Source: an optimization exercise on an open RTL-to-GDS flow (aim: small area, a short achievable clock period and few clock cycles). Production flows keep margins and buffers that such runs may drop.
RTL that was checked went through simulation tests only; none was proved equivalent to the original.
For runs 5 to 7, only the layout was checked, not whether the RTL still works.
Power is estimated from default activity; no workload was simulated.

## design/flow/design.v

```verilog
module frame_rx (
    input  wire        clk,
    input  wire        rst,
    input  wire        in_valid,
    input  wire [7:0]  in_data,
    output wire        in_ready,
    output wire        o_valid,
    input  wire        o_ready,
    output wire [1:0]  o_kind,    
    output wire [15:0] o_pn,
    output wire [7:0]  o_type,
    output wire [5:0]  o_len,
    output wire [31:0] o_sid,
    output wire [15:0] o_tf,
    output wire [15:0] o_fi,
    output wire [7:0]  o_data,
    output wire        o_last
);
    localparam RING = 52;
    function [15:0] crc_byte;
        input [15:0] c_in;
        input [7:0]  b;
        integer k;
        reg [15:0] c;
        begin
            c = c_in ^ {b, 8'h00};
            for (k = 0; k < 8; k = k + 1)
                c = c[15] ? ((c << 1) ^ 16'h1021) : (c << 1);
            crc_byte = c;
        end
    endfunction
    function [15:0] crc_drop;
        input [7:0] b;
        integer k;
        reg [15:0] c;
        begin
            c = crc_byte(16'h0000, b);
            for (k = 0; k < 13; k = k + 1)
                c = crc_byte(c, 8'h00);
            crc_drop = c;
        end
    endfunction
    localparam [15:0] ROLL_CONST = 16'h8166;
    function [5:0] inc;
        input [5:0] x;
        inc = (x == RING - 1) ? 6'd0 : x + 6'd1;
    endfunction
    function [5:0] addm;
        input [5:0] x;
        input [5:0] d;
        reg [6:0] s;
        begin
            s = {1'b0, x} + {1'b0, d};
            addm = (s >= RING) ? s - RING : s[5:0];
        end
    endfunction
    function [5:0] subm;
        input [5:0] a;
        input [5:0] b;
        reg [6:0] s;
        begin
            s = {1'b0, a} - {1'b0, b};
            subm = s[6] ? s + RING : s[5:0];
        end
    endfunction
    reg [7:0]  ring [0:RING-1];
    reg [5:0]  wp;         
    reg [5:0]  h;          
    reg [5:0]  r;          
    reg [7:0]  rb;         
    reg        rbv;
    reg [5:0]  j;          
    reg        drop;       
    reg [7:0]  w [0:12];   
    reg [15:0] wcrc;       
    reg [15:0] ccrc;       
    reg        lo_ok;
    reg        rdy;
    reg        ov;
    reg [1:0]  okind;
    reg [7:0]  odata;
    reg        olast;
    reg [5:0]  p;          
    reg [5:0]  pc;         
    integer i;
    reg  [5:0] hj;         
    reg  [5:0] f;          
    wire [5:0] used    = subm(wp, f);
    assign in_ready    = rdy;
    wire       acc_in  = in_valid & rdy;
    wire       avail   = (r != wp);
    wire [7:0] pbyte   = ring[p];
    wire       fire    = ov & o_ready;
    wire       last_ev = (okind == 2'd2) || (okind == 2'd0 && pc == 6'd0) ||
                         (okind == 2'd1 && olast);
    wire       can_job = ~ov | (o_ready & last_ev);
    wire       wfree   = ~(ov && okind != 2'd1) | o_ready;
    wire       ps_bad  = (w[4] != 8'd0) || (w[3] > 8'd49);
    wire [5:0] ps      = w[3][5:0];
    wire [5:0] jlo     = ps + 6'd13;     
    wire [5:0] jhi     = ps + 6'd14;     
    wire [15:0] cur    = (j == 6'd13) ? wcrc : ccrc;
    wire       crc_ok  = lo_ok && (rb == ccrc[15:8]);
    wire       t_le4   = (w[2] <= 8'd4);
    wire       t_le1   = (w[2] <= 8'd1);
    wire       in_fill = (j < 6'd13);
    wire       sliding = (j == 6'd13) && (drop || ps_bad);
    wire       do_fill = in_fill && rbv && wfree;
    wire       do_slide = sliding && rbv;
    wire       in_cont = !in_fill && !sliding;
    wire       at_end  = in_cont && (j == jhi);
    wire       emit_h  = crc_ok && t_le4;
    wire       emit_n  = !crc_ok && t_le1;
    wire       do_cont = in_cont && rbv && !at_end;
    wire       do_end  = at_end && rbv && (!(emit_h || emit_n) || can_job);
    wire       do_emit = do_end && (emit_h || emit_n);
    wire       rewind  = do_end && !(emit_h || emit_n);
    wire       take    = do_fill || do_slide || do_cont || do_end;
    wire [15:0] fill_crc = crc_byte((j == 6'd0) ? 16'hFFFF : wcrc, rb);
    wire [15:0] roll_crc = crc_byte(wcrc, rb) ^ crc_drop(w[0]) ^ ROLL_CONST;
    wire       pay_next = fire && (okind == 2'd1 && !olast || okind == 2'd0 && pc != 6'd0);
    wire       job_next = do_emit ? emit_h :
                          fire ? pay_next : (ov && okind != 2'd2);
    wire [5:0] p_next   = do_emit ? addm(h, 6'd13) : pay_next ? inc(p) : p;
    wire [5:0] hj_next  = (do_fill || do_slide) ? inc(hj) : do_emit ? r : hj;
    wire [5:0] f_next   = job_next ? p_next : hj_next;
    always @(posedge clk) begin
        if (acc_in)
            ring[wp] <= in_data;
    end
    always @(posedge clk) begin
        if (do_fill || do_slide) begin
            for (i = 0; i < 12; i = i + 1)
                w[i] <= w[i+1];
            w[12] <= rb;
        end
    end
    always @(posedge clk) begin
        if ((take || !rbv) && avail && !rewind)
            rb <= ring[r];
    end
    always @(posedge clk) begin
        if (rst) begin
            wp    <= 6'd0;
            h     <= 6'd0;
            hj    <= 6'd0;
            f     <= 6'd0;
            r     <= 6'd0;
            rbv   <= 1'b0;
            j     <= 6'd0;
            drop  <= 1'b0;
            wcrc  <= 16'hFFFF;
            ccrc  <= 16'hFFFF;
            lo_ok <= 1'b0;
            rdy   <= 1'b0;
            ov    <= 1'b0;
            okind <= 2'd0;
            odata <= 8'd0;
            olast <= 1'b0;
            p     <= 6'd0;
            pc    <= 6'd0;
        end else begin
            if (acc_in)
                wp <= inc(wp);
            rdy <= (used <= RING - 3) || (used == RING - 2 && !acc_in);
            if (rewind) begin
                r   <= addm(h, 6'd13);
                rbv <= 1'b0;
            end else if ((take || !rbv) && avail) begin
                r   <= inc(r);
                rbv <= 1'b1;
            end else if (take) begin
                rbv <= 1'b0;
            end
            if (do_fill) begin
                wcrc <= fill_crc;
                j    <= j + 6'd1;
            end
            if (do_slide) begin
                wcrc <= roll_crc;
                h    <= inc(h);
                drop <= 1'b0;
            end
            if (do_cont) begin
                ccrc <= (j < jlo) ? crc_byte(cur, rb) : cur;
                if (j == jlo)
                    lo_ok <= (rb == cur[7:0]);
                j <= j + 6'd1;
            end
            if (do_end) begin
                if (do_emit) begin
                    h <= r;
                    j <= 6'd0;
                end else begin
                    drop <= 1'b1;
                    j    <= 6'd13;
                end
            end
            hj <= hj_next;
            f  <= f_next;
            if (fire) begin
                if (okind == 2'd1 && !olast || okind == 2'd0 && pc != 6'd0) begin
                    okind <= 2'd1;
                    odata <= pbyte;
                    olast <= (pc == 6'd1);
                    p     <= inc(p);
                    pc    <= pc - 6'd1;
                end else begin
                    ov <= 1'b0;
                end
            end
            if (do_emit) begin
                ov    <= 1'b1;
                okind <= emit_h ? 2'd0 : 2'd2;
                p     <= addm(h, 6'd13);
                pc    <= ps;
            end
        end
    end
    assign o_valid = ov;
    assign o_kind  = okind;
    assign o_pn    = {w[1], w[0]};
    assign o_type  = w[2];
    assign o_len   = w[3][5:0];
    assign o_sid   = {w[8], w[7], w[6], w[5]};
    assign o_tf    = {w[10], w[9]};
    assign o_fi    = {w[12], w[11]};
    assign o_data  = odata;
    assign o_last  = olast;
endmodule
```

## design/flow/run.sh

```bash
#!/bin/bash
# synth_recipe.tcl (not shown) runs the flow's synth.tcl, then flattens the netlist and writes it again
# the make line also repeats each setting of config.mk as NAME=value (left out here)
make -C /OpenROAD-flow-scripts/flow DESIGN_CONFIG=/design/flow/config.mk WORK_HOME=/design/flow/orfs CLKGATE_MAP_FILE= SYNTH_SCRIPT=/design/flow/synth_recipe.tcl finish
```

## design/flow/config.mk

```make
export PLATFORM = sky130hd
export DESIGN_NAME = frame_rx
export DESIGN_NICKNAME = frame_rx
export VERILOG_FILES = /design/flow/design.v
export SDC_FILE = /design/flow/constraint.sdc
export NUM_CORES = 4
export LEC_CHECK = 0
export CAP_MARGIN = 20
export CORE_MARGIN = 2
export CORE_UTILIZATION = 40
export PLACE_DENSITY = 0.6
export SETUP_SLACK_MARGIN = 5
export SLEW_MARGIN = 20
```

## design/flow/constraint.sdc

```tcl
create_clock -name core_clock -period 8.0 [get_ports {clk}]
set_input_delay 1.6000 -clock core_clock [delete_from_list [all_inputs] [get_ports {clk}]]
set_output_delay 1.6000 -clock core_clock [all_outputs]
set_load 0.01 [all_outputs]
```

==> out/results.tsv, run 1 <==
metric	value	unit
first-pass GRT wire length	122000	um
Area growth, synth to finish	19.9	%
hpwl dp	51100	um
global route overflow	0	
synth warn	2	
critical path data required time	8.25	ns
clock latency (worst-skew pair)	0.64	ns
CTS root buf	clkbuf_16	
hold depth	0	
Setup TNS Final	0	ns
pwr/cell area	292	nW/um^2
share of cells above drive strength 1	29.7	%
CP Max Fanout	8	
asr flop ratio synth	0	%
via count	18238	
Clock Path Buffers	3	
CTS sink count	624	
largest net degree at the start of global routing	70	
Mapped Cells	1886	
I/O pins	119	
min cycle time layout	3.01	ns
worst flop-to-flop path startpoint	w[3][2]	
Leak	11.5	nW
Setup violations, final	0	
Die ar.	77000	um^2
vias in the first global route	18273	
gpl congestion	0.827	
DRC	0	
Yosys cell types	73	
DRT antenna net count	0	
DR pass1 iterations	5	
dpl ws	3.53	ns
RSZ-0062 raised after global routing	yes	
Worst setup EP type	register	
Hold Buf Count CTS	0	
Critical Path Source	in_valid	
Final nets	2107	
fmax	332	MHz
total wire length	83600	um
Mapped Avg Cell Area	15.9	um^2
Layout Utilization	48.3	%
1st-iter DRT viols	1810	
post-route cell area	35900	um^2
kind of critical path	in -> reg	
initial antenna violation count	1	
PortBufs	118	
Slew HR	26.8	%
Post-DP Area	32000	um^2
setup ws final	4.99	ns
die height	278	um
TritonCTS clock tree	built	
Clock Skew	0.0346	ns
EDFF count, synth	528	
startpoint types	input port	
total power	10.5	mW
Initial Util	40.3	%
Slew Limit Fails	0	
vias per cell	5.90	
H-tree lvl count	3	
Hold Startpoint	w[10][6]	
number of max-cap violations	0	
Final Hold Fails	0	
post-synthesis register bit count	624	
Main synth FF type	edfxtp_1	
all-layer global routing usage	21.5	%
crit share post-route	37.6	%
Tightest Hold Check Type	reg -> reg	
Peak VDD IR	0.000174	V
Core Area	74300	um^2
Die Span X	278	um
num rows	100	
Seq/Total Area, Yosys	59.4	%
reg2reg path depth	12	
wire length per cell	27.1	um
Post-Syn Area	29900	um^2
status	no timing/DRC/antenna violations	
Critical Path AT	3.26	ns
slew at the pin closest to its max-slew limit	1.10	ns
Worst-path clk slew	0.06	ns
clock buffer count from CTS	71	
==> worst max-delay path, stage by stage <==
cell           delay [ns]
dlygate4sd2_1        0.38
and3_1               0.28
nand2_1              0.36
nor2_2               0.62
==> Yosys cell counts, types with 7 or more instances <==
master	count	area, um^2
nand2b_1	7	43.8
nand3_1	21	105
edfxtp_1	528	15900
a31oi_1	11	68.8
nor2b_1	12	75.1
nand2_1	98	368
o22ai_1	10	62.6
nor2_1	154	578
xor2_1	45	394
buf_4	7	52.6
mux4_2	272	6130
o211ai_1	7	52.6
nor3b_1	8	60.1
a21oi_1	70	350
xnor2_1	124	1090
ha_1	32	400
clkbuf_1	87	327
a211oi_1	16	120
nor4_1	9	56.3
mux2i_1	22	220
inv_1	25	93.8
buf_2	16	80.1
o21ai_0	42	210
dfxtp_1	96	1920
buf_1	26	97.6
nand3b_1	9	67.6
nand4_1	10	62.6
nor3_1	19	95.1
==> final timing paths <==
kind,end,slack [ns]
worst min register to register,w[9][6],0.44
worst min-delay path,w[9][6],0.44
worst max register to register,pc[1],5.00
worst max-delay path,ring[50][5],4.99
==> cell usage in the layout (no fill, tap or decap), types with 22 or more instances in the layout <==
cell / count
edfxtp_1: 528
mux4_2: 272
xnor2_1: 121
nor2_1: 109
dlygate4sd2_1: 105
nand2_1: 94
dfxtp_1: 85
buf_4: 84
clkbuf_16: 74
a21oi_1: 63
xor2_1: 45
o21ai_0: 38
nor2_4: 36
ha_1: 30
inv_1: 22
mux2i_1: 22
==> per-layer routing <==
metal  share of wire [%]  wire (um)  track usage, %  up-vias
met4                 4.1       3450            8.19        2
met3                 6.9       5760            3.46      165
li1                    -          -               -     7862
met1                  41      34000            28.9     9398
met2                  48      40400            35.2      811
met5               0.014         12           0.188        -
==> power by group <==
part / switching [mW] / internal [mW]
clock: 1.35 / 1.89
combinational: 1.66 / 1.47
sequential: 0.261 / 3.86
total: 3.27 / 7.22
==> logic make-up after synthesis <==
| group | after synthesis | share of synthesized area, % |
|---|---|---|
| and+or+nand+nor | 378 | 5.88 |
| AOI/OAI and AO/OA | 225 | 4.94 |
| xor gates and xnor gates | 169 | 4.94 |
| DFF | 624 | 59.4 |
| muxes | 295 | 21.2 |
| adders and majority gates | 33 | 1.40 |
| buffers and inverters | 162 | 2.21 |
==> metrics by stage <==
stage / std cells / hold slack (ns)
6_report: 3089 / 0.444
3_3_place_gp: 2858 / 0.436
2_1_floorplan: 1886 / 0.424
5_1_grt: 3088 / 0.455
3_5_place_dp: 2858 / 0.432
4_1_cts: 3069 / 0.444
==> state kept, by name, summed over array words and instances, names as in the netlist, 2 cells and up <==
name / cells
rb: 8
odata: 8
pc: 6
w: 104
p: 6
ccrc: 16
wp: 6
h: 6
f: 6
ring: 416
wcrc: 16
r: 6
okind: 2
hj: 6
j: 6
==> final cells by class <==
type                            count  area, um^2
Fill cell                        6261       38400
Sequential cell                   624       17800
Multi-Input combinational cell   1101       12100
Timing Repair Buffer              238        2380
Clock buffer                       90        1900
Tap cell                          969        1210
Clock inverter                     40         394
Inverter                           25         100
Timing Repair inverter              1        5.00
Antenna cell                        1        2.50
==> repair_timing <==
| item | 4_1_cts | 5_1_grt |
|---|---|---|
| cloned | 5 | 3 |
| pin swaps | 28 | 21 |
| resized for setup | 230 | 49 |
| endpoints found under the setup margin | 687 | 111 |
| buffers inserted | 76 | 16 |
Testbench counts, summed over its fixed seeds: cycles 50,804.
==> run 2, diff against run 1 <==
--- a/design/flow/config.mk
+++ b/design/flow/config.mk
@@ -10,4 +10,4 @@
 export CORE_UTILIZATION = 40
 export PLACE_DENSITY = 0.6
-export SETUP_SLACK_MARGIN = 5
+export SETUP_SLACK_MARGIN = 4.5
 export SLEW_MARGIN = 20
==> run 2 against run 1 <==
Compared with the run above:
- sequential share of layout area grew 1.6 points
- clock power grew 3%
- flip-flop and latch count is the same
- first-iteration DRC count shrank 6.1%
- still clean on timing, DRC and antenna
- largest cell class unchanged
==> out/results.tsv, run 2 <==
metric	value	unit	change
Setup TNS Final	0	ns	unchanged
Clock Path Buffers	3		unchanged
Area growth, synth to finish	16.2	%	
Tightest Hold Check Type	reg -> reg		
top flop regs	ring (416), w (104)		
status	no timing/DRC/antenna violations		
first-pass GRT wire length	120000	um	-2.3%
RSZ-0062 raised after global routing	yes		
pwr/cell area	302	nW/um^2	+3.3%
Slew Limit Fails	0		unchanged
Mapped Avg Cell Area	15.9	um^2	unchanged
Final Hold Fails	0		unchanged
DRC	0		unchanged
CP Max Fanout	8		unchanged
largest register by flop count	ring		
Mapped Cells	1886		unchanged
commonest cells after routing, fill and taps aside	edfxtp_1 (528), mux4_2 (272), nor2_1 (142)		
Area contributors post-synth	edfxtp_1 (53%), mux4_2 (20%), dfxtp_1 (6.4%), xnor2_1 (3.6%), nor2_1 (1.9%)		
Yosys cell types	73		unchanged
clock buffer count from CTS	72		+1.4%
fillcell total	6378		+1.9%
Worst-path clk slew	0.06	ns	about the same
total wire length	81800	um	-2.1%
Worst setup EP type	register		
share of cells above drive strength 1	23.8	%	-5.9 points
EDFF count, synth	528		unchanged
TritonCTS clock tree	built		
all-layer global routing usage	21.0	%	-0.48 points
synth warn	2		unchanged
Peak VDD IR	0.000142	V	-18%
Initial Util	40.3	%	unchanged
global route overflow	0		unchanged
DRT antenna net count	0		unchanged
1st-iter DRT viols	1700		-6.1%
clock latency (worst-skew pair)	0.64	ns	about the same
Core Area	74300	um^2	unchanged
vias per cell	5.94		+0.54%
Leak	10.8	nW	-5.6%
hpwl dp	51900	um	+1.6%
PortBufs	118		unchanged
Post-Syn Area	29900	um^2	unchanged
CTS root buf	clkbuf_16		
slew at the pin closest to its max-slew limit	1.21	ns	+0.115 ns
critical path data required time	8.22	ns	-0.03 ns
post-synthesis register bit count	624		unchanged
gpl congestion	0.838		+1.4%
startpoint types	input port		
Post-Place Cells	2863		+0.17%
H-tree lvl count	3		unchanged
most frequent cell after synthesis	edfxtp_1		
vias in the first global route	17749		-2.9%
most common cell after layout, fill and taps aside	edfxtp_1		
Die ar.	77000	um^2	unchanged
asr flop ratio synth	0	%	unchanged
min cycle time layout	3.48	ns	+0.472 ns
Die Span X	278	um	unchanged
Slew HR	18.8	%	-8.0 points
Layout Utilization	46.8	%	-1.5 points
Critical Path AT	3.71	ns	+0.45 ns
fmax	287	MHz	-14%
Main synth FF type	edfxtp_1		
Finished Layout Cells	3025		-2.1%
post-synth top area cell	edfxtp_1		
Seq/Total Area, Yosys	59.4	%	unchanged
crit share post-route	43.5	%	+5.9 points
number of max-cap violations	0		unchanged
I/O pins	119		unchanged
Antenna Cells	0		-1
Min Hold Slack	0.435	ns	-0.00904 ns
max FFs per register	416		unchanged
num rows	100		unchanged
multi-input logic area	11600	um^2	-4.3%
via count	17957		-1.5%
die height	278	um	unchanged
Setup violations, final	0		unchanged
initial antenna violation count	1		unchanged
DR pass1 iterations	5		unchanged
worst reg2reg setup slack	4.58	ns	-0.42 ns
wire length per cell	27.0	um	about the same
kind of critical path	in -> reg		
Clock Skew	0.0431	ns	+0.00854 ns
top post-synthesis cells by count	edfxtp_1 (528), mux4_2 (272), nor2_1 (154)		
CTS sink count	624		unchanged
Reg area	17800	um^2	about the same
top cell type's share of synthesized area	53.0	%	unchanged
Final nets	2043		-3.0%
largest net degree at the start of global routing	74		+5.7%
## run 2: routing by layer
layer	routed length (um)	track usage, %	vias up
met5	16	0	-
met3	5620	3.94	120
met2	38500	33.4	728
met1	35300	29.4	9379
li1	-	-	7728
met4	2380	6.43	2
## run 2: kinds of logic (layout without fill, tap and decap cells)
logic type / after synthesis / in the layout / share of synthesized area (%)
AO/OA/AOI/OAI: 225 / 225 / 4.94
XOR/XNOR: 169 / 169 / 4.94
adder cells (fa/ha/maj): 33 / 33 / 1.40
buffers and inverters: 162 / 332 / 2.21
flip-flops: 624 / 624 / 59.4
multiplexers: 295 / 295 / 21.2
AND/OR/NAND/NOR: 378 / 378 / 5.88
## run 2: path summary, 6_finish.rpt
| check | from | to | depth (start not counted) |
|---|---|---|---|
| setup / recovery | in_valid | ring[3][3] | 4 |
| hold / removal | w[12][5] | w[11][5] | 0 |
| hold reg to reg | w[12][5] | w[11][5] | 0 |
| setup reg to reg | r[1] | rb[5] | 4 |
## run 2: through the flow
stage | power (mW) | setup slack [ns] | cell area [um^2]
after global placement | 7.11 | 3.32 | 32000
after CTS | 10.5 | 4.49 | 34600
after floorplan | 6.20 | 3.51 | 30000
after detailed placement | 7.12 | 3.20 | 32000
final | 10.5 | 4.52 | 34800
after global routing | 10.9 | 4.49 | 34800
## run 2: power breakdown
group	total [mW]	internal, mW	switching, mW
clock network	3.33	1.95	1.38
registers	4.21	3.87	0.337
logic	2.96	1.44	1.52
total	10.5	7.25	3.24
## run 2: critical path: stages
cell	delay, ns
clkdlybuf4s50_1	0.53
and3_1	0.27
nand2_1	0.29
nor2_1	1.00
## run 2: final cells by class
cell class | count | share of cell area, %
Timing Repair Buffer | 173 | 4.72
Multi-Input combinational cell | 1100 | 33.3
Inverter | 25 | 0.281
Sequential cell | 624 | 51.2
Clock inverter | 34 | 0.997
Clock buffer | 98 | 5.99
Timing Repair inverter | 2 | 0.0360
Tap cell | 969 | 3.49
## run 2: repair_timing
item,4_1_cts,5_1_grt
setup endpoints to repair,163,91
buffers inserted,12,16
gates resized for setup,6,11
cloned,2,0
hold endpoints to repair,0,0
hold buffers,0,0
pin swaps,1,1
==> run 3, diff against run 2 <==
--- a/design/flow/config.mk
+++ b/design/flow/config.mk
@@ -8,6 +8,6 @@
 export CAP_MARGIN = 20
 export CORE_MARGIN = 2
-export CORE_UTILIZATION = 40
-export PLACE_DENSITY = 0.6
-export SETUP_SLACK_MARGIN = 4.5
+export CORE_UTILIZATION = 60
+export PLACE_DENSITY = 0.75
+export SETUP_SLACK_MARGIN = 5
 export SLEW_MARGIN = 20
==> run 3 against run 2 <==
Compared with the run above:
- via count grew 7.3%
- global-route usage grew 12 points
- clock-buffer cell count shrank 5
- utilization grew 26 points
- die area shrank 33%
- first-iteration DRC count grew 42%
- critical path type is now reg -> reg
- final area grew 2.7%
- power shrank 2.1%
- hold slack gained 0.0018 ns
- critical path depth grew 7
- clock power shrank 8.1%
==> out/results.tsv, run 3 <==
metric	value	unit	change
share of the synthesized area in compound gates (AO/OA/AOI/OAI)	4.94	%	unchanged
fillcell total	2953		-54%
share of cells above drive strength 1	30.1	%	+6.3 points
vias per cell	6.92		+17%
Slew HR	29.6	%	+11 points
GR peak layer	met2		
CTS sink count	624		unchanged
Initial Util	61.0	%	+21 points
initial antenna violation count	4		+3
all-layer global routing usage	32.8	%	+12 points
number of max-cap violations	0		unchanged
worst flop-to-flop path startpoint	w[3][0]		
CTS root buf	clkbuf_16		
wire length per cell	30.4	um	+12%
vias in the first global route	18602		+4.8%
Die ar.	51700	um^2	-33%
Worst setup EP type	register		
post-synth top area cell	edfxtp_1		
top cell type's share of synthesized area	53.0	%	unchanged
Post-Place Cells	2548		-11%
1st-iter DRT viols	2422		+42%
asr flop ratio synth	0	%	unchanged
total power	10.3	mW	-2.1%
Finished Layout Cells	2785		-7.9%
simple-gate share of the synthesized area	5.88	%	unchanged
DRC	0		unchanged
Die Span X	227	um	-18%
CP Max Fanout	4		-4
Power Internal	7.11	mW	-2.0%
fmax	324	MHz	+13%
RSZ-0062 raised after global routing	yes		
Post-Syn Area	29900	um^2	unchanged
first-pass GRT wire length	122000	um	+1.9%
Sw Ratio	30.8	%	-0.10 points
mux contribution to synthesized area	21.2	%	unchanged
max FFs per register	416		unchanged
dpl ws	3.57	ns	+0.373 ns
top post-synthesis cells by count	edfxtp_1 (528), mux4_2 (272), nor2_1 (154)		
Leak	11.5	nW	+6.2%
largest register by flop count	ring		
die height	227	um	-18%
Clock Path Buffers	3		unchanged
met2 usage	54.6	%	+21 points
H-tree lvl count	3		unchanged
status	no timing/DRC/antenna violations		
Post-DP Area	31600	um^2	-1.3%
largest family of logic cells by synthesized area	multiplexers		
Main synth FF type	edfxtp_1		
global route overflow	0		unchanged
Gate power share	30.0	%	+1.8 points
Critical Path Source	w[3][0]		
GR Layer Usage met3	6.74	%	+2.8 points
Layout Utilization	72.8	%	+26 points
Largest stage delay, worst path	0.60	ns	-0.40 ns
setup ws final	4.92	ns	+0.400 ns
Clk pwr share	29.8	%	-1.9 points
Mapped Avg Cell Area	15.9	um^2	unchanged
crit share post-route	38.5	%	-5.0 points
Setup TNS Final	0	ns	unchanged
Slew Limit Fails	0		unchanged
DR pass1 iterations	7		+2
Min Hold Slack	0.436	ns	+0.00185 ns
gpl congestion	0.894		+6.6%
Critical Path AT	3.54	ns	-0.17 ns
most frequent cell after synthesis	edfxtp_1		
Core Area	49100	um^2	-34%
Final Hold Fails	0		unchanged
multi-input logic area	12200	um^2	+5.6%
Yosys cell types	73		unchanged
min cycle time layout	3.08	ns	-0.400 ns
DRT antenna net count	0		unchanged
Global Route met1 Usage	42.5	%	+13 points
clock buffer count from CTS	67		-6.9%
Crit-path slowest cell	nor3_1		
TritonCTS clock tree	built		
post-route cell area	35700	um^2	+2.7%
kind of critical path	reg -> reg		
Setup violations, final	0		unchanged
Seq/Total Area, Yosys	59.4	%	unchanged
slew at the pin closest to its max-slew limit	1.06	ns	-0.157 ns
critical path data required time	8.46	ns	+0.24 ns
Tightest Hold Check Type	reg -> reg		
Sequential Power Share	40.3	%	+0.2 points
top flop regs	ring (416), w (104)		
startpoint types	register		
post-synthesis xor/xnor area fraction	4.94	%	unchanged
Peak VDD IR	0.000243	V	+71%
Worst-path clk slew	0.06	ns	about the same
adder-cell share of the synthesized area	1.40	%	unchanged
Cell Chain, Critical Path	buf_4 -> inv_1 -> ha_1 -> nor2_1 -> o311a_1 -> o21ai_1 -> o211ai_1 -> buf_4 -> nor3_1 -> mux2i_1 -> nor2_1		
pwr/cell area	288	nW/um^2	-4.7%
Mapped Cells	1886		unchanged
hpwl dp	48500	um	-6.6%
post-synthesis register bit count	624		unchanged
largest net degree at the start of global routing	84		+14%
num rows	81		-19%
Hold Startpoint	w[12][1]		
EDFF count, synth	528		unchanged
clock latency (worst-skew pair)	0.61	ns	-0.03 ns
total wire length	84700	um	+3.5%
PortBufs	118		unchanged
Area growth, synth to finish	19.2	%	
Area contributors post-synth	edfxtp_1 (53%), mux4_2 (20%), dfxtp_1 (6.4%), xnor2_1 (3.6%), nor2_1 (1.9%)		
Reg area	17800	um^2	about the same
commonest cells after routing, fill and taps aside	edfxtp_1 (528), mux4_2 (272), xnor2_1 (122)		
Sw Pwr	3.16	mW	-2.5%
Final nets	2115		+3.5%
Antenna Cells	0		unchanged
synth warn	2		unchanged
most common cell after layout, fill and taps aside	edfxtp_1		
I/O pins	119		unchanged
via count	19261		+7.3%
Clock Skew	0.0239	ns	-0.0192 ns
[run 3: cell counts after synthesis]
No cell type changed its count.
[run 3: power by group through the flow]
stage,Combinational [mW],Sequential (mW),Clock [mW]
global placement,2.69,4.30,0
detailed placement,2.72,4.30,0
CTS,2.92,4.15,3.05
global route,3.29,4.16,3.20
finish,3.08,4.14,3.06
floorplan,2.09,4.12,0
[run 3: area by class of cell]
type / instances / share of cell area, %
flip-flops and latches: 624 / 49.9
multi-input cells: 1103 / 34.3
repair buffers: 247 / 7.21
clock buffers: 93 / 5.32
well taps: 664 / 2.33
clock inverters: 27 / 0.673
inverters: 25 / 0.298
repair inverters: 2 / 0.0350
[run 3: kinds of logic after synthesis]
family | after synthesis
AOI/OAI and AO/OA | 225
xor gates and xnor gates | 169
adders and majority gates | 33
buffers and inverters | 162
DFF | 624
muxes | 295
and+or+nand+nor | 378
[run 3: final timing paths]
path / slack (ns) / cells after the start / end
max: 4.92 / 11 / lo_ok
min: 0.44 / 0 / w[11][1]
max reg2reg: 4.92 / 11 / lo_ok
min reg2reg: 0.44 / 0 / w[11][1]
[run 3: what timing repair did]
item,4_1_cts,5_1_grt
buffers inserted,64,45
pin swaps,27,37
endpoints found under the setup margin,707,388
hold buffers,0,0
endpoints found under the hold margin,0,0
cloned,5,2
resized for setup,244,54
[run 3: critical path, delay by kind of cell, from the launching register on]
kind / cells / cell delay [ns]
simple gates: 3 / 0.71
compound gates: 3 / 0.97
fa+ha+maj: 1 / 0.14
buf+inv: 3 / 0.46
mux: 1 / 0.26
flops: 1 / 0.39
[run 3: routing by layer]
metal | routed length (um) | up-vias
met5 | 25 | -
met4 | 4270 | 4
met3 | 8620 | 262
met2 | 42300 | 1356
met1 | 29500 | 9765
li1 | - | 7874
==> run 4, diff against run 3 <==
==> design/flow/flow/run.sh (new file) <==
#!/bin/bash
set -euo pipefail
MARGIN=5.4
grep -v '^export SETUP_SLACK_MARGIN' config.mk > config.mk.new
echo "export SETUP_SLACK_MARGIN = $MARGIN" >> config.mk.new
mv config.mk.new config.mk
bash standard.sh > orfs_flow.log 2>&1
==> design/flow/standard.sh (new file) <==
#!/bin/bash
# synth_recipe.tcl (not shown) runs the flow's synth.tcl, then flattens the netlist and writes it again
# the make line also repeats each setting of config.mk as NAME=value (left out here)
make -C /OpenROAD-flow-scripts/flow DESIGN_CONFIG=/design/flow/config.mk WORK_HOME=/design/flow/orfs CLKGATE_MAP_FILE= SYNTH_SCRIPT=/design/flow/synth_recipe.tcl "${@:-finish}"
--- a/design/flow/config.mk
+++ b/design/flow/config.mk
@@ -8,6 +8,6 @@
 export CAP_MARGIN = 20
 export CORE_MARGIN = 2
-export CORE_UTILIZATION = 60
-export PLACE_DENSITY = 0.75
-export SETUP_SLACK_MARGIN = 5
+export CORE_UTILIZATION = 40
+export PLACE_DENSITY = 0.6
 export SLEW_MARGIN = 20
+export SETUP_SLACK_MARGIN = 5.4
removed: design/flow/run.sh
==> run 4 against run 3 <==
Compared with the run above:
- setup slack improved by 0.19 ns
- still clean on timing, DRC and antenna
- clock power increased by 7.2%
- final area up 7.4%
- utilization decreased by 21 points
- die area rose by 49%
- flip-flop and latch count stayed put
- synthesized cell count did not move
- clock-buffer cell count down 1
- critical path depth did not move
- sequential share of layout area shrank 3.3 points
- synthesized area stayed put
- routed wire length up 9.9%
==> out/results.tsv, run 4 <==
metric	value	unit	change
vias per cell	6.00		-13%
global route overflow	0		unchanged
Final nets	2264		+7.0%
slew at the pin closest to its max-slew limit	1.09	ns	+0.0327 ns
total power	11.2	mW	+9.4%
Crit-path slowest cell	or4_4		
fmax	346	MHz	+6.5%
Leak	12.5	nW	+8.6%
number of max-cap violations	0		unchanged
wire length per cell	28.7	um	-5.6%
largest net degree at the start of global routing	61		-27%
largest register by flop count	ring		
most common cell after layout, fill and taps aside	edfxtp_1		
Main synth FF type	edfxtp_1		
Slew Limit Fails	0		unchanged
RSZ-0062 raised after global routing	yes		
max FFs per register	416		unchanged
Peak VDD IR	0.000199	V	-18%
Levels on crit path	11		unchanged
Area contributors post-synth	edfxtp_1 (53%), mux4_2 (20%), dfxtp_1 (6.4%), xnor2_1 (3.6%), nor2_1 (1.9%)		
Largest stage delay, worst path	0.55	ns	-0.05 ns
via count	19460		+1.0%
Die ar.	77000	um^2	+49%
Tightest Hold Check Type	reg -> reg		
initial antenna violation count	1		-3
vias in the first global route	19249		+3.5%
Seq/Total Area, Yosys	59.4	%	unchanged
hpwl dp	50800	um	+4.6%
most frequent cell after synthesis	edfxtp_1		
Mapped Avg Cell Area	15.9	um^2	unchanged
post-synth top area cell	edfxtp_1		
total wire length	93100	um	+9.9%
Worst R2R End	f[5]		
Initial Util	40.3	%	-21 points
post-route cell area	38300	um^2	+7.4%
clock buffer count from CTS	72		+7.5%
Mapped Cells	1886		unchanged
gpl congestion	0.810		-9.3%
crit-path leading delay family	simple AND/OR/NAND/NOR gates		
Core Area	74300	um^2	+52%
crit share post-route	36.2	%	-2.4 points
Die Span X	278	um	+22%
top cell type's share of synthesized area	53.0	%	unchanged
Worst-path clk slew	0.06	ns	about the same
worst flop-to-flop path startpoint	w[3][1]		
post-synthesis register bit count	624		unchanged
first-pass GRT wire length	133000	um	+9.3%
Slew HR	27.4	%	-2.2 points
Clock Skew	0.0247	ns	+0.000777 ns
CP Buf/Inv Count	3		unchanged
worst reg2reg setup slack	5.11	ns	+0.19 ns
EDFF count, synth	528		unchanged
CTS sink count	624		unchanged
CP Max Fanout	7		+3
DR pass1 iterations	5		-2
Yosys cell types	73		unchanged
share of cells above drive strength 1	43.4	%	+13 points
TritonCTS clock tree	built		
kind of critical path	reg -> reg		
Post-Syn Area	29900	um^2	unchanged
H-tree lvl count	3		unchanged
dpl ws	3.38	ns	-0.189 ns
cell mode on critical path	buf_6		
Worst setup EP type	register		
asr flop ratio synth	0	%	unchanged
Clock Path Buffers	3		unchanged
PortBufs	118		unchanged
Critical Path AT	3.40	ns	-0.14 ns
DRC	0		unchanged
reg2reg path depth	11		unchanged
startpoint types	register		
top post-synthesis cells by count	edfxtp_1 (528), mux4_2 (272), nor2_1 (154)		
Setup TNS Final	0	ns	unchanged
all-layer global routing usage	23.8	%	-9.0 points
Setup violations, final	0		unchanged
clock latency (worst-skew pair)	0.63	ns	+0.02 ns
num rows	100		+23%
critical path data required time	8.50	ns	+0.04 ns
synth warn	2		unchanged
status	no timing/DRC/antenna violations		
min cycle time layout	2.89	ns	-0.189 ns
pwr/cell area	293	nW/um^2	+1.9%
Antenna Cells	0		unchanged
commonest cells after routing, fill and taps aside	edfxtp_1 (528), mux4_2 (272), buf_4 (173)		
DRT antenna net count	0		unchanged
Area growth, synth to finish	28.0	%	
Critical Path Source	w[3][1]		
Cell Chain, Critical Path	buf_6 -> inv_6 -> ha_4 -> xnor2_2 -> or4_4 -> nor4b_4 -> and4_4 -> buf_6 -> o22ai_2 -> a211oi_2 -> o22ai_1		
setup ws final	5.11	ns	+0.189 ns
Post-DP Area	32400	um^2	+2.5%
I/O pins	119		unchanged
Critical Path End	f[5]		
top flop regs	ring (416), w (104)		
die height	278	um	+22%
Final Hold Fails	0		unchanged
CTS root buf	clkbuf_16		
1st-iter DRT viols	2122		-12%
[run 4: cell count changes in the layout (fill, tap and decap cells not counted), sizes merged]
| cell | delta |
|---|---|
| buf | +251 |
| dlygate4sd2 | -108 |
| inv | +7 |
| bufinv | +4 |
| clkinvlp | -2 |
| and4 | +1 |
| bufbuf | +1 |
| clkinv | +1 |
| dlymetal6s2s | -1 |
| nor2 | -1 |
| o21bai | +1 |
[run 4: where the power goes]
group | switching (mW) | internal [mW]
clock network | 1.36 | 1.92
logic | 1.96 | 1.89
registers | 0.246 | 3.86
total | 3.56 | 7.67
[run 4: how the worst min path moves through the flow]
stage               startpoint  endpoint  slack, ns  depth (start not counted)
floorplan                rb[0]  w[12][0]       0.42                          0
global placement      w[11][4]  w[10][4]       0.43                          0
detailed placement     w[1][0]   w[0][0]       0.44                          0
CTS                   w[10][6]   w[9][6]       0.45                          0
global route          w[10][6]   w[9][6]       0.46                          0
finish                w[10][6]   w[9][6]       0.44                          0
[run 4: metal layers]
layer | up-vias | track usage (%) | share of wire, %
li1 | 8207 | - | -
met1 | 10189 | 31.7 | 40
met2 | 879 | 38.7 | 48
met3 | 185 | 4.19 | 6.8
met4 | 0 | 10.3 | 4.5
met5 | - | 0 | 0
[run 4: repair_timing]
item | CTS | global route
buffers inserted | 168 | 58
setup endpoints to repair | 736 | 278
hold buffers | 0 | 0
gates resized for setup | 654 | 130
cloned | 29 | 3
pin swaps | 62 | 61
[run 4: cell families (layout without fill, tap and decap cells)]
logic type	count (synthesis)	after routing	synth area share [%]
simple gates	378	381	5.88
fa+ha+maj	33	33	1.40
flops	624	624	59.4
buf+inv	162	547	2.21
compound gates	225	226	4.94
xor+xnor	169	169	4.94
mux	295	295	21.2
[run 4: area by class of cell]
cell class	instances	area (um^2)
clock buffers	92	1900
repair inverters	1	7.51
inverters	25	105
clock inverters	38	417
repair buffers	391	4070
flip-flops and latches	624	17800
well taps	969	1210
multi-input cells	1104	12800
fillers	5970	36000
[run 4: worst register-to-register path, stage by stage (launching register included)]
cell,delay [ns]
edfxtp_1,0.41
buf_6,0.16
inv_6,0.07
ha_4,0.21
xnor2_2,0.13
or4_4,0.55
nor4b_4,0.31
and4_4,0.39
buf_6,0.16
o22ai_2,0.07
a211oi_2,0.19
o22ai_1,0.12
[run 4: metrics by stage]
stage	std cells	hold slack (ns)	utilization (%)
final	3244	0.442	51.6
after global routing	3244	0.456	51.6
after CTS	3182	0.448	50.1
after detailed placement	2855	0.435	43.6
after global placement	2854	0.434	43.6
after floorplan	1886	0.424	-
==> run 5, diff against run 4 <==
--- a/design/flow/design.v
+++ b/design/flow/design.v
@@ -84,6 +84,7 @@
     reg [5:0]  pc;         
     integer i;
-    reg  [5:0] hj;         
-    reg  [5:0] f;          
+    wire       job     = ov && okind != 2'd2;
+    wire [5:0] hj      = addm(h, (j < 6'd13) ? j : 6'd13);
+    wire [5:0] f       = job ? p : hj;
     wire [5:0] used    = subm(wp, f);
     assign in_ready    = rdy;
@@ -119,10 +120,4 @@
     wire [15:0] fill_crc = crc_byte((j == 6'd0) ? 16'hFFFF : wcrc, rb);
     wire [15:0] roll_crc = crc_byte(wcrc, rb) ^ crc_drop(w[0]) ^ ROLL_CONST;
-    wire       pay_next = fire && (okind == 2'd1 && !olast || okind == 2'd0 && pc != 6'd0);
-    wire       job_next = do_emit ? emit_h :
-                          fire ? pay_next : (ov && okind != 2'd2);
-    wire [5:0] p_next   = do_emit ? addm(h, 6'd13) : pay_next ? inc(p) : p;
-    wire [5:0] hj_next  = (do_fill || do_slide) ? inc(hj) : do_emit ? r : hj;
-    wire [5:0] f_next   = job_next ? p_next : hj_next;
     always @(posedge clk) begin
         if (acc_in)
@@ -144,6 +139,4 @@
             wp    <= 6'd0;
             h     <= 6'd0;
-            hj    <= 6'd0;
-            f     <= 6'd0;
             r     <= 6'd0;
             rbv   <= 1'b0;
@@ -197,6 +190,4 @@
                 end
             end
-            hj <= hj_next;
-            f  <= f_next;
             if (fire) begin
                 if (okind == 2'd1 && !olast || okind == 2'd0 && pc != 6'd0) begin
==> design/flow/run.sh (new file) <==
#!/bin/bash
# synth_recipe.tcl (not shown) runs the flow's synth.tcl, then flattens the netlist and writes it again
# the make line also repeats each setting of config.mk as NAME=value (left out here)
make -C /OpenROAD-flow-scripts/flow DESIGN_CONFIG=/design/flow/config.mk WORK_HOME=/design/flow/orfs CLKGATE_MAP_FILE= SYNTH_SCRIPT=/design/flow/synth_recipe.tcl finish
--- a/design/flow/config.mk
+++ b/design/flow/config.mk
@@ -11,3 +11,2 @@
 export PLACE_DENSITY = 0.6
 export SLEW_MARGIN = 20
-export SETUP_SLACK_MARGIN = 5.4
removed: design/flow/flow/run.sh
removed: design/flow/standard.sh
==> run 5 against run 4 <==
Compared with the run above:
- clock power down 2%
- hold slack better by 0.0033 ns
- non-clock buffer count down 235
- final area down 9.8%
- setup slack worse by 2.9 ns
- combinational power down 24%
- flip-flop and latch count down 12
- routed wire length down 14%
==> out/results.tsv, run 5 <==
metric	value	unit	change
post-synthesis register bit count	612		-1.9%
slew at the pin closest to its max-slew limit	1.11	ns	+0.0246 ns
I/O pins	119		unchanged
crit-path leading delay family	compound AO/OA/AOI/OAI gates		
Mapped Cells	1891		+0.27%
TritonCTS clock tree	built		
setup ws final	2.20	ns	-2.90 ns
Setup violations, final	0		unchanged
Die ar.	77600	um^2	+0.73%
num rows	100		unchanged
Post-Place Cells	2877		+0.77%
CP Max Fanout	10		+3
top flop regs	ring (416), w (104)		
Largest stage delay, worst path	0.85	ns	+0.30 ns
Setup TNS Final	0	ns	unchanged
share of cells above drive strength 1	22.4	%	-21 points
min cycle time layout	5.80	ns	+2.90 ns
post-route cell area	34600	um^2	-9.8%
global route overflow	0		unchanged
via count	17901		-8.0%
number of max-cap violations	0		unchanged
all-layer global routing usage	20.7	%	-3.1 points
most common cell after layout, fill and taps aside	edfxtp_1		
Worst setup EP type	register		
Crit-path slowest cell	nor3_1		
clock buffer count from CTS	71		-1.4%
commonest cells after routing, fill and taps aside	edfxtp_1 (528), mux4_2 (272), clkdlybuf4s50_1 (109)		
PortBufs	118		unchanged
Peak VDD IR	0.000160	V	-20%
CTS sink count	612		-1.9%
CTS resizes	0		-100%
Tightest Hold Check Type	reg -> reg		
Clock Path Buffers	3		unchanged
H-tree lvl count	3		unchanged
CTS root buf	clkbuf_16		
pwr/cell area	298	nW/um^2	+1.5%
Clock Skew	0.0304	ns	+0.00568 ns
wire length per cell	26.6	um	-7.3%
hpwl dp	52400	um	+3.2%
DRT antenna net count	0		unchanged
DRC	0		unchanged
Initial Util	40.4	%	+0.16 points
vias in the first global route	17957		-6.7%
Worst-path clk slew	0.06	ns	about the same
die height	279	um	+0.37%
asr flop ratio synth	0	%	unchanged
Finished Layout Cells	3007		-7.3%
RSZ-0062 raised after global routing	no		
max FFs per register	416		unchanged
synth warn	2		unchanged
CP Buf/Inv Count	1		-2
Post-Syn Area	30200	um^2	+0.74%
vias per cell	5.95		-0.76%
critical path data required time	8.53	ns	+0.03 ns
Cell Chain, Critical Path	nor3_1 -> inv_1 -> ha_1 -> a21oi_1 -> a21boi_0 -> or2_2 -> ha_1 -> nand3b_1 -> a211oi_1 -> a31oi_1 -> xnor2_1 -> mux2i_1 -> ha_1 -> nor2b_1 -> o21ai_0 -> a21oi_1 -> o21a_1 -> a2111oi_0 -> xnor3_1 -> a31oi_1		
Hold Buf Count CTS	0		unchanged
Area growth, synth to finish	14.6	%	
post-synth top area cell	edfxtp_1		
Leak	10.9	nW	-13%
Mapped Avg Cell Area	15.9	um^2	+0.48%
kind of critical path	reg -> reg		
gpl congestion	0.871		+7.5%
Slew HR	25.3	%	-2.0 points
clock latency (worst-skew pair)	0.64	ns	about the same
total wire length	80000	um	-14%
Post-CTS Repair Setup Buffers	0		-100%
cell mode on critical path	ha_1		
Post-DP Area	32300	um^2	-0.39%
Seq/Total Area, Yosys	58.1	%	-1.2 points
initial antenna violation count	1		unchanged
Die Span X	279	um	+0.37%
DR pass1 iterations	7		+2
fmax	173	MHz	-50%
Core Area	74600	um^2	+0.34%
largest net degree at the start of global routing	89		+46%
status	no timing/DRC/antenna violations		
Critical Path AT	6.33	ns	+2.93 ns
top cell type's share of synthesized area	52.6	%	-0.39 points
crit share post-route	72.4	%	+36 points
largest register by flop count	ring		
startpoint types	register		
1st-iter DRT viols	1722		-19%
Final nets	2035		-10%
Area contributors post-synth	edfxtp_1 (53%), mux4_2 (20%), dfxtp_1 (5.6%), xnor2_1 (3.0%), ha_1 (1.7%)		
Slew Limit Fails	0		unchanged
Yosys cell types	80		+9.6%
Main synth FF type	edfxtp_1		
fillcell total	6377		+6.8%
first-pass GRT wire length	119000	um	-10%
Final Hold Fails	0		unchanged
most frequent cell after synthesis	edfxtp_1		
top post-synthesis cells by count	edfxtp_1 (528), mux4_2 (272), nor2_1 (108)		
dpl ws	2.31	ns	-1.08 ns
EDFF count, synth	528		unchanged
[run 5: where the power goes]
| part | leakage [nW] | total, mW | internal (mW) | switching (mW) |
|---|---|---|---|---|
| clock | 1.11 | 3.20 | 1.85 | 1.34 |
| sequential | 5.47 | 4.19 | 3.82 | 0.364 |
| combinational | 4.33 | 2.91 | 1.45 | 1.46 |
| total | 10.9 | 10.3 | 7.13 | 3.16 |
[run 5: cell families (layout without fill, tap and decap cells)]
logic type / Yosys count / in the layout / synth area share, %
AO/OA/AOI/OAI: 245 / 245 / 5.45
other: 1 / 3 / 0.0124
buffers and inverters: 174 / 319 / 2.42
XOR/XNOR: 168 / 168 / 5.51
AND/OR/NAND/NOR: 356 / 356 / 5.65
adder cells (fa/ha/maj): 42 / 42 / 1.79
multiplexers: 293 / 293 / 21.0
flip-flops: 612 / 612 / 58.1
[run 5: per-stage QoR]
stage               hold WS, ns  utilization (%)  total power [mW]
floorplan                 0.421                -              6.16
global placement          0.432             43.3              7.14
detailed placement        0.437             43.3              7.15
CTS                       0.450             46.4              10.4
global route              0.464             46.4              10.7
finish                    0.446             46.4              10.3
[run 5: worst paths after layout]
kind | start | end | slack, ns | cells after the start
setup reg to reg | j[2] | rdy | 2.20 | 20
setup / recovery | j[2] | rdy | 2.20 | 20
hold / removal | w[9][5] | w[8][5] | 0.45 | 0
hold reg to reg | w[9][5] | w[8][5] | 0.45 | 0
[run 5: per-layer routing]
metal	vias to the layer above	track usage, %	routed length, um
met5	-	0	0
met4	0	6.51	2100
met3	107	3.76	5940
met2	750	32.9	37900
met1	9328	29.1	34100
li1	7716	-	-
[run 5: layout make-up]
| type | instances | area (um^2) | area share [%] |
|---|---|---|---|
| sequential | 612 | 17600 | 50.8 |
| multi-input combinational | 1106 | 11900 | 34.5 |
| clock buffer | 95 | 1900 | 5.49 |
| timing repair buffer | 156 | 1450 | 4.18 |
| tap | 969 | 1210 | 3.51 |
| clock inverter | 34 | 404 | 1.17 |
| inverter | 34 | 130 | 0.376 |
| antenna | 1 | 2.50 | 0.00724 |
[run 5: worst reg2reg max path, cell delays in order (launching register included)]
cell       delay, ns
dfxtp_1         0.43
nor3_1          0.85
inv_1           0.23
ha_1            0.35
a21oi_1         0.15
a21boi_0        0.15
or2_2           0.36
ha_1            0.20
nand3b_1        0.10
a211oi_1        0.08
a31oi_1         0.39
xnor2_1         0.18
mux2i_1         0.10
ha_1            0.33
nor2b_1         0.15
o21ai_0         0.21
a21oi_1         0.14
o21a_1          0.21
a2111oi_0       0.52
xnor3_1         0.41
a31oi_1         0.17
==> run 6, diff against run 5 <==
--- a/design/flow/config.mk
+++ b/design/flow/config.mk
@@ -6,7 +6,9 @@
 export NUM_CORES = 4
 export LEC_CHECK = 0
+export ABC_CLOCK_PERIOD_IN_PS = 3500
 export CAP_MARGIN = 20
 export CORE_MARGIN = 2
 export CORE_UTILIZATION = 40
 export PLACE_DENSITY = 0.6
+export SETUP_SLACK_MARGIN = 4.5
 export SLEW_MARGIN = 20
==> run 6 against run 5 <==
Compared with the run above:
- largest power group unchanged
- routed wire length rose by 2.5%
- global-route usage rose by 0.36 points
- critical path depth up 5
- synthesized cell count did not move
- flip-flop and latch count unchanged
- clock skew is 0.0013 ns lower
- still clean
- clock power increased by 4%
- die area is the same
==> out/results.tsv, run 6 <==
metric	value	unit	change
Die ar.	77600	um^2	unchanged
post-synth top area cell	edfxtp_1		
crit share post-route	58.1	%	-14 points
Area contributors post-synth	edfxtp_1 (53%), mux4_2 (20%), dfxtp_1 (5.6%), xnor2_1 (3.0%), ha_1 (1.7%)		
fmax	215	MHz	+25%
Final nets	2065		+1.5%
post-synthesis register bit count	612		unchanged
max FFs per register	416		unchanged
kind of critical path	reg -> reg		
top flop regs	ring (416), w (104)		
asr flop ratio synth	0	%	unchanged
wire length per cell	27.0	um	+1.5%
first-pass GRT wire length	121000	um	+1.4%
CP Max Fanout	3		-7
setup ws final	3.35	ns	+1.15 ns
PortBufs	118		unchanged
Hold Buf Count CTS	0		unchanged
slew at the pin closest to its max-slew limit	1.07	ns	-0.0411 ns
most frequent cell after synthesis	edfxtp_1		
startpoint types	register		
CTS sink count	612		unchanged
DRT antenna net count	0		unchanged
Crit-path slowest cell	ha_1		
clock latency (worst-skew pair)	0.62	ns	-0.02 ns
Leak	11.2	nW	+2.5%
synth warn	2		unchanged
Final Hold Fails	0		unchanged
top cell type's share of synthesized area	52.6	%	unchanged
Mapped Avg Cell Area	15.9	um^2	unchanged
Tightest Hold Check Type	reg -> reg		
Post-Place Cells	2874		-0.10%
status	no timing/DRC/antenna violations		
Core Area	74600	um^2	unchanged
dpl ws	3.06	ns	+0.755 ns
TritonCTS clock tree	built		
gpl congestion	0.880		+1.1%
critical path data required time	8.51	ns	-0.02 ns
Largest stage delay, worst path	0.43	ns	-0.42 ns
share of cells above drive strength 1	26.8	%	+4.4 points
Initial Util	40.4	%	unchanged
Main synth FF type	edfxtp_1		
Worst-path clk slew	0.06	ns	about the same
EDFF count, synth	528		unchanged
num rows	100		unchanged
1st-iter DRT viols	1766		+2.6%
Clock Path Buffers	3		unchanged
all-layer global routing usage	21.1	%	+0.36 points
commonest cells after routing, fill and taps aside	edfxtp_1 (528), mux4_2 (272), clkdlybuf4s50_1 (109)		
clock buffer count from CTS	71		unchanged
H-tree lvl count	3		unchanged
min cycle time layout	4.65	ns	-1.15 ns
vias in the first global route	18089		+0.74%
most common cell after layout, fill and taps aside	edfxtp_1		
Seq/Total Area, Yosys	58.1	%	unchanged
pwr/cell area	298	nW/um^2	+0.18%
Area growth, synth to finish	16.9	%	
Critical Path AT	5.16	ns	-1.17 ns
number of max-cap violations	0		unchanged
RSZ-0062 raised after global routing	yes		
CTS root buf	clkbuf_16		
die height	279	um	unchanged
Layout Utilization	47.3	%	+0.92 points
Yosys cell types	80		unchanged
largest net degree at the start of global routing	85		-4.5%
hpwl dp	53300	um	+1.7%
I/O pins	119		unchanged
Setup violations, final	0		unchanged
Setup TNS Final	0	ns	unchanged
Mapped Cells	1891		unchanged
Peak VDD IR	0.000164	V	+2.8%
Post-Syn Area	30200	um^2	unchanged
initial antenna violation count	5		+4
total wire length	82100	um	+2.5%
largest register by flop count	ring		
top post-synthesis cells by count	edfxtp_1 (528), mux4_2 (272), nor2_1 (108)		
Slew Limit Fails	0		unchanged
vias per cell	5.96		+0.18%
Clock Skew	0.0291	ns	-0.00126 ns
via count	18113		+1.2%
Worst setup EP type	register		
Slew HR	28.5	%	+3.1 points
Finished Layout Cells	3037		+1.0%
DR pass1 iterations	5		-2
DRC	0		unchanged
global route overflow	0		unchanged
Die Span X	279	um	unchanged
crit-path leading delay family	simple AND/OR/NAND/NOR gates		
CP Buf/Inv Count	4		+3
run 6: power by group:
group          total (mW)  internal, mW  switching (mW)  leakage [nW]
registers            4.17          3.82           0.348          5.47
logic                3.03          1.51            1.51          4.55
clock network        3.32          1.98            1.33          1.16
total                10.5          7.32            3.19          11.2
run 6: layer usage:
| metal | part of all wire, % | GRT usage [%] | vias up | wire length (um) |
|---|---|---|---|---|
| li1 | - | - | 7799 | - |
| met1 | 42 | 29.6 | 9360 | 34600 |
| met2 | 46 | 32.8 | 807 | 38100 |
| met3 | 8.1 | 4.66 | 145 | 6630 |
| met4 | 3.3 | 6.91 | 2 | 2710 |
| met5 | 0.016 | 0 | - | 13 |
run 6: timing repair:
action	in CTS	in global routing
pin swaps	17	19
endpoints found under the setup margin	229	307
resized for setup	46	35
cloned	0	0
setup buffers	18	15
run 6: worst paths after layout:
kind | start | end | slack [ns] | cells past startpoint
min reg2reg | w[6][2] | w[5][2] | 0.44 | 0
max | j[0] | rdy | 3.35 | 25
min | w[6][2] | w[5][2] | 0.44 | 0
max reg2reg | j[0] | rdy | 3.35 | 25
run 6: cell families after synthesis:
| group | Yosys count | share of synthesized area (%) |
|---|---|---|
| flip-flops | 612 | 58.1 |
| AND/OR/NAND/NOR | 356 | 5.65 |
| multiplexers | 293 | 21.0 |
| AO/OA/AOI/OAI | 245 | 5.45 |
| buffers and inverters | 174 | 2.42 |
| XOR/XNOR | 168 | 5.51 |
| adder cells (fa/ha/maj) | 42 | 1.79 |
| other | 1 | 0.0124 |
run 6: cell type report:
cell class | count | area [um^2]
timing repair buffer | 186 | 1730
inverter | 34 | 136
antenna | 1 | 2.50
sequential | 612 | 17600
clock buffer | 86 | 1850
tap | 969 | 1210
clock inverter | 43 | 494
multi-input combinational | 1106 | 12300
fill | 6326 | 39300
run 6: through the flow:
| step | hold WS, ns | instance area [um^2] | total power, mW |
|---|---|---|---|
| detailed placement | 0.436 | 32300 | 7.17 |
| global route | 0.463 | 35300 | 11.0 |
| finish | 0.435 | 35300 | 10.5 |
| CTS | 0.448 | 35000 | 10.6 |
| global placement | 0.436 | 32300 | 7.17 |
| floorplan | 0.421 | 30300 | 6.18 |
==> run 7, diff against run 6 <==
--- a/design/flow/design.v
+++ b/design/flow/design.v
@@ -52,5 +52,9 @@
         begin
             s = {1'b0, x} + {1'b0, d};
-            addm = (s >= RING) ? s - RING : s[5:0];
+            if (s >= 2 * RING)
+                s = s - 2 * RING;
+            else if (s >= RING)
+                s = s - RING;
+            addm = s[5:0];
         end
     endfunction
@@ -76,5 +80,10 @@
     reg [15:0] ccrc;       
     reg        lo_ok;
+    reg        pv_le;      
+    reg        fnd;        
+    reg [5:0]  fj;         
     reg        rdy;
+    reg [7:0]  ib;         
+    reg        ibv;
     reg        ov;
     reg [1:0]  okind;
@@ -84,7 +93,6 @@
     reg [5:0]  pc;         
     integer i;
-    wire       job     = ov && okind != 2'd2;
-    wire [5:0] hj      = addm(h, (j < 6'd13) ? j : 6'd13);
-    wire [5:0] f       = job ? p : hj;
+    reg  [5:0] hj;         
+    reg  [5:0] f;          
     wire [5:0] used    = subm(wp, f);
     assign in_ready    = rdy;
@@ -117,10 +125,31 @@
     wire       do_emit = do_end && (emit_h || emit_n);
     wire       rewind  = do_end && !(emit_h || emit_n);
+    wire       le_prev = (j == 6'd13) ? (w[12] <= 8'd49) : pv_le;
+    wire       fnd_eff = (j != 6'd13) && fnd;
+    reg        early;
+    integer    e;
+    always @* begin
+        early = 1'b0;
+        for (e = 1; e <= 8; e = e + 1)
+            if (w[e+4] == 8'd0 && w[e+3] <= 8'd49)
+                early = 1'b1;
+    end
+    wire [5:0] tgt     = fnd_eff ? fj : ps + 6'd10;
+    wire       jump    = rewind && !early && (tgt > 6'd13);
+    wire [5:0] jpos    = addm(h, tgt);
     wire       take    = do_fill || do_slide || do_cont || do_end;
     wire [15:0] fill_crc = crc_byte((j == 6'd0) ? 16'hFFFF : wcrc, rb);
     wire [15:0] roll_crc = crc_byte(wcrc, rb) ^ crc_drop(w[0]) ^ ROLL_CONST;
-    always @(posedge clk) begin
-        if (acc_in)
-            ring[wp] <= in_data;
+    wire       pay_next = fire && (okind == 2'd1 && !olast || okind == 2'd0 && pc != 6'd0);
+    wire       job_next = do_emit ? emit_h :
+                          fire ? pay_next : (ov && okind != 2'd2);
+    wire [5:0] p_next   = do_emit ? addm(h, 6'd13) : pay_next ? inc(p) : p;
+    wire [5:0] hj_next  = (do_fill || do_slide) ? inc(hj) : do_emit ? r :
+                          jump ? jpos : hj;
+    wire [5:0] f_next   = job_next ? p_next : hj_next;
+    always @(posedge clk) begin
+        ib <= in_data;
+        if (ibv)
+            ring[wp] <= ib;
     end
     always @(posedge clk) begin
@@ -139,6 +168,9 @@
             wp    <= 6'd0;
             h     <= 6'd0;
+            hj    <= 6'd0;
+            f     <= 6'd0;
             r     <= 6'd0;
-            rbv   <= 1'b0;
+ rbv   <= 1'b0;
+            ibv   <= 1'b0;
             j     <= 6'd0;
             drop  <= 1'b0;
@@ -154,8 +186,12 @@
             pc    <= 6'd0;
         end else begin
-            if (acc_in)
+            ibv <= acc_in;
+            if (ibv)
                 wp <= inc(wp);
-            rdy <= (used <= RING - 3) || (used == RING - 2 && !acc_in);
-            if (rewind) begin
+            rdy <= (used + ibv + acc_in <= RING - 2);
+            if (jump) begin
+                r   <= jpos;
+                rbv <= 1'b0;
+            end else if (rewind) begin
                 r   <= addm(h, 6'd13);
                 rbv <= 1'b0;
@@ -176,4 +212,11 @@
             end
             if (do_cont) begin
+                pv_le <= (rb <= 8'd49);
+                if (!fnd_eff && le_prev && rb == 8'd0) begin
+                    fnd <= 1'b1;
+                    fj  <= j - 6'd4;
+                end else if (j == 6'd13) begin
+                    fnd <= 1'b0;
+                end
                 ccrc <= (j < jlo) ? crc_byte(cur, rb) : cur;
                 if (j == jlo)
@@ -185,4 +228,7 @@
                     h <= r;
                     j <= 6'd0;
+                end else if (jump) begin
+                    h    <= jpos;
+                    j    <= 6'd0;
                 end else begin
                     drop <= 1'b1;
@@ -190,4 +236,6 @@
                 end
             end
+            hj <= hj_next;
+            f  <= f_next;
             if (fire) begin
                 if (okind == 2'd1 && !olast || okind == 2'd0 && pc != 6'd0) begin
--- a/design/flow/config.mk
+++ b/design/flow/config.mk
@@ -6,9 +6,9 @@
 export NUM_CORES = 4
 export LEC_CHECK = 0
-export ABC_CLOCK_PERIOD_IN_PS = 3500
 export CAP_MARGIN = 20
 export CORE_MARGIN = 2
 export CORE_UTILIZATION = 40
+export CTS_BUF_LIST = sky130_fd_sc_hd__clkbuf_8
 export PLACE_DENSITY = 0.6
-export SETUP_SLACK_MARGIN = 4.5
+export SETUP_SLACK_MARGIN = 5
 export SLEW_MARGIN = 20
==> run 7 against run 6 <==
Compared with the run above:
- critical path depth fell by 7
- setup slack gained 0.93 ns
- synthesized cell count increased by 11%
- clock power fell by 13%
- largest cell class unchanged
- clock skew rose by 0.041 ns
- first-iteration DRC count grew 11%
- hold slack gained 0.017 ns
==> out/results.tsv, run 7 <==
metric	value	unit	change
min cycle time layout	3.72	ns	-0.930 ns
status	no timing/DRC/antenna violations		
via count	20755		+15%
share of cells above drive strength 1	39.1	%	+12 points
asr flop ratio synth	0	%	unchanged
num rows	103		+3.0%
Clock Path Buffers	3		unchanged
Post-Place Cells	3153		+9.7%
most common cell after layout, fill and taps aside	edfxtp_1		
Final nets	2488		+20%
top post-synthesis cells by count	edfxtp_1 (536), mux4_2 (272), nor2_1 (146)		
global route overflow	0		unchanged
DRC	0		unchanged
post-route cell area	38800	um^2	+10%
CP Max Fanout	6		+3
I/O pins	119		unchanged
Yosys cell types	86		+7.5%
most frequent cell after synthesis	edfxtp_1		
Peak VDD IR	0.000153	V	-6.7%
Die Span X	286	um	+2.7%
kind of critical path	reg -> reg		
Leak	12.9	nW	+16%
Final Hold Fails	0		unchanged
Tightest Hold Check Type	reg -> reg		
clock buffer count from CTS	108		+52%
EDFF count, synth	536		+1.5%
Post-DP Area	34200	um^2	+5.8%
largest net degree at the start of global routing	67		-21%
TritonCTS clock tree	built		
top flop regs	ring (416), w (104)		
total power	12.0	mW	+14%
synth warn	2		unchanged
Slew HR	24.6	%	-3.9 points
gpl congestion	0.891		+1.3%
CTS sink count	641		+4.7%
vias per cell	5.82		-2.5%
Mapped Avg Cell Area	15.1	um^2	-5.2%
max FFs per register	416		unchanged
setup ws final	4.28	ns	+0.930 ns
post-synthesis register bit count	641		+4.7%
Slew Limit Fails	0		unchanged
Setup TNS Final	0	ns	unchanged
Mapped Cells	2106		+11%
Hold Startpoint	w[3][6]		
Area growth, synth to finish	21.8	%	
Setup violations, final	0		unchanged
hpwl dp	56000	um	+5.1%
Critical Path AT	4.36	ns	-0.80 ns
Clock Skew	0.0700	ns	+0.0409 ns
Hold Buf Count CTS	0		unchanged
fmax	269	MHz	+25%
Main synth FF type	edfxtp_1		
Die ar.	81900	um^2	+5.5%
worst flop-to-flop path startpoint	j[1]		
commonest cells after routing, fill and taps aside	edfxtp_1 (536), mux4_2 (272), buf_4 (180)		
post-synth top area cell	edfxtp_1		
wire length per cell	25.8	um	-4.7%
PortBufs	118		unchanged
Initial Util	40.4	%	-0.076 points
Area contributors post-synth	edfxtp_1 (51%), mux4_2 (19%), dfxtp_1 (6.6%), xnor2_1 (3.7%), ha_1 (2.0%)		
Worst setup EP type	register		
Core Area	78900	um^2	+5.8%
slew at the pin closest to its max-slew limit	1.13	ns	+0.0537 ns
die height	286	um	+2.7%
first-pass GRT wire length	135000	um	+12%
all-layer global routing usage	22.2	%	+1.1 points
crit share post-route	46.5	%	-12 points
total wire length	91900	um	+12%
critical path data required time	8.64	ns	+0.13 ns
RSZ-0062 raised after global routing	yes		
startpoint types	register		
top cell type's share of synthesized area	50.6	%	-2.0 points
Finished Layout Cells	3569		+18%
Post-Syn Area	31800	um^2	+5.6%
CTS root buf	clkbuf_8		
clock latency (worst-skew pair)	0.76	ns	+0.14 ns
pwr/cell area	308	nW/um^2	+3.4%
number of max-cap violations	0		unchanged
DRT antenna net count	0		unchanged
1st-iter DRT viols	1952		+11%
DR pass1 iterations	7		+2
Seq/Total Area, Yosys	57.2	%	-0.99 points
H-tree lvl count	3		unchanged
Critical Path Source	j[1]		
initial antenna violation count	2		-3
Worst-path clk slew	0.06	ns	about the same
vias in the first global route	21102		+17%
dpl ws	3.31	ns	+0.245 ns
largest register by flop count	ring		
==> run 7: cell count changes in the layout (fill, tap and decap cells not counted), sizes merged, moves of 31 or more <==
cell           change
clkdlybuf4s50    -101
buf              +233
nor3              +31
clkbuf            +42
inv               +43
nor2              +41
==> run 7: final cells by class <==
type,count,area [um^2]
clock buffers,114,1570
flip-flops and latches,641,18300
inverters,48,205
clock inverters,91,562
fillers,6708,40100
repair buffers,350,2940
well taps,1050,1310
multi-input cells,1272,13900
diodes,3,7.51
==> run 7: worst max-delay path, cell delays in order (launching register included) <==
cell and delay [ns]:
dfxtp_4 0.35, inv_4 0.06, ha_4 0.14, nand4bb_4 0.12, buf_12 0.15, nand2_8 0.06, mux2_4 0.32, ha_4 0.18
fa_2 0.40, xor2_4 0.22, ha_4 0.16, nand2_1 0.06, o31a_1 0.28, o21a_2 0.25, buf_4 0.14, a211o_1 0.26
nand3_2 0.12, a21boi_2 0.07, o32ai_1 0.24
==> run 7: routing by layer <==
layer  routed length (um)  up-vias  part of all wire (%)  global-route usage [%]
met5                    0        -                     0                       0
met4                 2760        0                   3.0                    7.28
met3                 7780      172                   8.5                    5.09
met2                45700      930                    50                    37.5
met1                35700    10682                    39                    28.5
li1                     -     8971                     -                       -
==> run 7: path summary, 6_finish.rpt <==
path	to	slack [ns]	cells past startpoint
max	f[3]	4.28	18
min	w[2][6]	0.45	0
max reg2reg	f[3]	4.28	18
min reg2reg	w[2][6]	0.45	0
==> run 7: cells by family after synthesis <==
kind of cell / share of synthesized area, %
fa+ha+maj: 2.23
simple gates: 6.95
flops: 57.2
mux: 20.4
buf+inv: 2.57
compound gates: 5.41
xor+xnor: 5.24
==> run 7: metrics by stage <==
stage               hold slack [ns]  utilization, %
floorplan                     0.424               -
global placement              0.439            43.3
detailed placement            0.437            43.3
CTS                           0.452            48.2
global route                  0.457            49.2
finish                        0.452            49.2
==> run 7: report_power, final <==
part	internal, mW	leakage [nW]	switching [mW]	total (mW)
Sequential	4.05	5.75	0.327	4.38
Combinational	2.24	5.98	2.45	4.69
Clock	1.48	1.19	1.43	2.90
==> run 7: timing repair <==
| action | 4_1_cts | 5_1_grt |
|---|---|---|
| pin swaps | 54 | 60 |
| endpoints found under the setup margin | 297 | 157 |
| resized for setup | 534 | 137 |
| gates cloned | 7 | 0 |
| buffers inserted | 166 | 33 |

## afterwards: timing with drivers on the ports
No port has a modelled driver above. Below, the same layouts with a new extraction and two added sets of constraints. Step 1 (the two cells are an assumption about what drives the block):
set clk [get_ports {clk}]
set_driving_cell -lib_cell sky130_fd_sc_hd__clkbuf_16 $clk
set_driving_cell -lib_cell sky130_fd_sc_hd__buf_2 [delete_from_list [all_inputs] $clk]
Step 2, shift: input delay + t, output delay - t, t = (earliest + latest rising clock arrival at the registers) / 2. This alone moves slack from input paths to output paths. Three values: ideal ports, drivers, drivers and shift; two values: the first two.
run	t (ns)	slack for setup (ns)	hold WS [ns]	pins driven straight from the clock port
run 1	0.676	4.989 / 4.986 / 4.340	0.444 / 0.444 / 0.444	1
run 2	0.683	4.518 / 4.494 / 3.811	0.435 / 0.435 / 0.435	1
run 3	0.659	4.918 / 4.918 / 4.407	0.436 / 0.436 / 0.436	1
run 4	0.690	5.106 / 5.106 / 4.541	0.442 / 0.442 / 0.442	1
run 5	0.681	2.204 / 2.204 / 2.204	0.446 / 0.446 / 0.446	1
run 6	0.666	3.351 / 3.351 / 3.351	0.435 / 0.435 / 0.435	1
run 7	0.788	4.281 / 4.281 / 4.120	0.452 / 0.452 / 0.452	1
After both steps setup and hold are still met in every run listed. The setup slack of run 2, which loses most, moves by -0.024 ns with the drivers and by -0.707 ns with both steps.
